Source: an optimization exercise on an open RTL-to-GDS flow (aim: small area, a short achievable clock period and few clock cycles per item). Production flows keep margins and buffers that such runs may drop. In this exercise RTL edits were held to simulation tests only and were not proved equivalent to the original.

==> v1 <==
Design env_bank, start of the top module:
module env_bank (
    input  wire        clk,
    input  wire        rst,
    input  wire        cmd_valid,
    output wire        cmd_ready,
    input  wire [2:0]  cmd_op,
    input  wire [1:0]  cmd_env,
    input  wire [31:0] cmd_data,
    output reg         res_valid,
    output reg  [31:0] res_level,
    output reg         res_done
);
Settings: LEC_CHECK=0, CAP_MARGIN=20, CORE_MARGIN=2, CORE_UTILIZATION=55, SLEW_MARGIN=20; clock period 20.0 ns.
run.sh (not shown) runs the stock make flow with config.mk's settings and CLKGATE_MAP_FILE= SYNTH_SCRIPT=/design/flow/synth_recipe.tcl, a recipe that flattens the netlist after the stock synthesis.
==> v25 (differences from v1) <==
--- a/flow/design.v
+++ b/flow/design.v
@@ -695,11 +695,11 @@
     wire [25:0]   dqp, dqn;
     wire [22:0]   ddq;
     wire [SW-1:0] dso;
     wire [9:0]    d_xe;
     wire          d_nz;
-    srt_div_pipe #(.SW(SW), .IPS(2), .VW(4)) u_div (
+    srt_div_pipe #(.SW(SW), .IPS(3), .VW(4)) u_div (
         .clk(clk), .rst(rs), .x({1'b1, e7_num[22:0]}), .d(e7_dv[22:0]),
         .si({e7_step, e7_act, e7_env, e7_att, e7_sus, e7_ev, e7_res, e7_sd, e7_zw}),
         .en(e7_num[30:23]), .ed(e7_dv[30:23]), .sdx(e7_sd), .ss(e7_ss), .xe(d_xe), .nz(d_nz),
         .ws(dws), .wc(dwc), .qp(dqp), .qn(dqn), .dq(ddq), .so(dso));
     wire       d_step = dso[9], d_act = dso[8];
@@ -709,10 +709,13 @@
     wire [25:0] fq0, fq1;
     wire        fneg, fst;
     srt_fin_a u_fa (.ws(dws), .wc(dwc), .qp(dqp), .qn(dqn), .d(ddq),
                     .q0(fq0), .q1(fq1), .neg(fneg), .st(fst));
     wire [31:0] s_f = env_s[d_env];
+    wire [26:0] vdif;
+    wire [7:0]  vex;
+    fsub_a u_omsa (.x(F_ONE[30:0]), .w(s_f[31] ? 31'd0 : s_f[30:0]), .dif(vdif), .ex(vex));
     always @(posedge clk) begin
         if (rs) begin
             for (k = 0; k < 4; k = k + 1)
                 env_s[k] <= F_ZERO;
         end else if (d_sd)
@@ -721,49 +724,34 @@
     reg        f_ev, f_res, f_zw;
     reg        f_step, f_act, f_att, f_dec, f_nz, f_st, f_neg;
     reg [1:0]  f_env;
     reg [25:0] f_q0, f_q1;
     reg [9:0]  f_xe;
+    reg [26:0] f_vdif;
     reg [31:0] f_s;
     always @(posedge clk) begin
         {f_ev, f_res, f_zw} <= rs ? 3'd0 : {d_ev, d_res, d_zw};
         {f_step, f_act, f_env, f_att} <= {d_step, d_act, d_env, d_att};
         f_dec  <= ~d_att & ~d_sus;
         f_q0 <= fq0;  f_q1 <= fq1;  f_neg <= fneg;  f_st <= fst;  f_xe <= d_xe;  f_nz <= d_nz;
+        f_vdif <= vdif;
         f_s    <= s_f;
     end
-    wire [30:0] q2;
-    srt_fin_b u_fb (.q0(f_q0), .q1(f_q1), .neg(f_neg), .st(f_st), .xe(f_xe), .nz(f_nz), .y(q2));
-    wire [26:0] vdif;
-    wire [7:0]  vex;
-    fsub_a u_omsa (.x(F_ONE[30:0]), .w(f_s[31] ? 31'd0 : f_s[30:0]), .dif(vdif), .ex(vex));
-    reg        h_ev, h_res, h_zw;
-    reg        h_step, h_act, h_att, h_dec;
-    reg [1:0]  h_env;
-    reg [30:0] h_q;
-    reg [26:0] h_vdif;
-    reg [31:0] h_alt;
-    always @(posedge clk) begin
-        {h_ev, h_res, h_zw} <= rs ? 3'd0 : {f_ev, f_res, f_zw};
-        {h_step, h_act, h_env, h_att, h_dec} <= {f_step, f_act, f_env, f_att, f_dec};
-        h_q    <= q2;
-        h_vdif <= vdif;
-        h_alt  <= f_att ? {1'b0, q2} : f_s;
-    end
-    wire [30:0] v2;
-    fsub_b u_omsb (.dif(h_vdif), .ex(F_ONE[30:23]), .y(v2));
+    wire [30:0] q2, v2;
+    srt_fin_b u_fb   (.q0(f_q0), .q1(f_q1), .neg(f_neg), .st(f_st), .xe(f_xe), .nz(f_nz), .y(q2));
+    fsub_b    u_omsb (.dif(f_vdif), .ex(F_ONE[30:23]), .y(v2));
     reg        g_ev, g_res, g_zw;
     reg        g_step, g_act, g_att, g_dec;
     reg [1:0]  g_env;
     reg [30:0] g_q, g_v;
     reg [31:0] g_alt;
     always @(posedge clk) begin
-        {g_ev, g_res, g_zw} <= rs ? 3'd0 : {h_ev, h_res, h_zw};
-        {g_step, g_act, g_env, g_att, g_dec} <= {h_step, h_act, h_env, h_att, h_dec};
-        g_q   <= h_q;
+        {g_ev, g_res, g_zw} <= rs ? 3'd0 : {f_ev, f_res, f_zw};
+        {g_step, g_act, g_env, g_att, g_dec} <= {f_step, f_act, f_env, f_att, f_dec};
+        g_q   <= q2;
         g_v   <= v2;
-        g_alt <= h_alt;
+        g_alt <= f_att ? {1'b0, q2} : f_s;
     end
     wire [47:0] mps, mpc;
     booth_tree u_mul (.a({1'b1, g_v[22:0]}), .b({1'b1, g_q[22:0]}), .ps(mps), .pc(mpc));
     reg        m_ev, m_res, m_zw;
     reg        m_step, m_act, m_att, m_dec, m_z;
Settings changed: CORE_UTILIZATION 55 to 40.
==> metrics.csv <==
metric,value,unit
rows,209,
hold_slack,297.7,ps
timing.critical_path.buf_inv,5,
critPathCapture,m_ps[15]$_DFF_P_,
avgRoutedWirePerCell,21.71,um
grt_pass1_wl,705100,um
crit_arrival,7200,ps
die_area,0.3312,mm^2
largest_reg_flops,340,
synth_xor_area_share,4.364,%
status,"complete, no violations",
path_depth,15,
[end of results for v1]
==> metrics.csv <==
metric,value,unit
critPathCapture,u_div.r_ws[6][7]$_DFF_P_,
die_area,0.4325,mm^2
dp.final_hpwl,325100,um
hold_slack,275.5,ps
rows,240,
path_depth,18,
avgRoutedWirePerCell,19.31,um
timing.critical_path.buf_inv,4,
largest_reg_flops,236,
status,"complete, no violations",
crit_arrival,8520,ps
synth_xor_area_share,4.623,%
[end of results for v25]
Testbench counts of v1, summed over its fixed seeds: cycles 20,098, items 19,200.
Testbench counts of v25, summed over its fixed seeds: cycles 20,058, items 19,200.

==> re-timing with driven ports <==
Ports are ideal in the flow. The routed layouts listed here were re-timed in OpenROAD.
Step 1 sets driving cells, clkbuf_16 on the clock port and buf_2 on the other inputs (assumed; they add their load-dependent delay and slew).
Step 2 times the ports against the registers' clock, not the clock port: input delays grow and output delays shrink by t, the midpoint of the rising clock arrivals with the driver on.
a / b / c = ideal ports / drivers / drivers and shift; a / b = the first two.
run	t, ns	slack for setup (ns)	cell pins on the clock port's net
v1	1.037	13.598 / 13.598 / 13.598	1
v25	1.038	12.343 / 12.343 / 12.343	1
After both steps setup and hold are still met in every run listed.
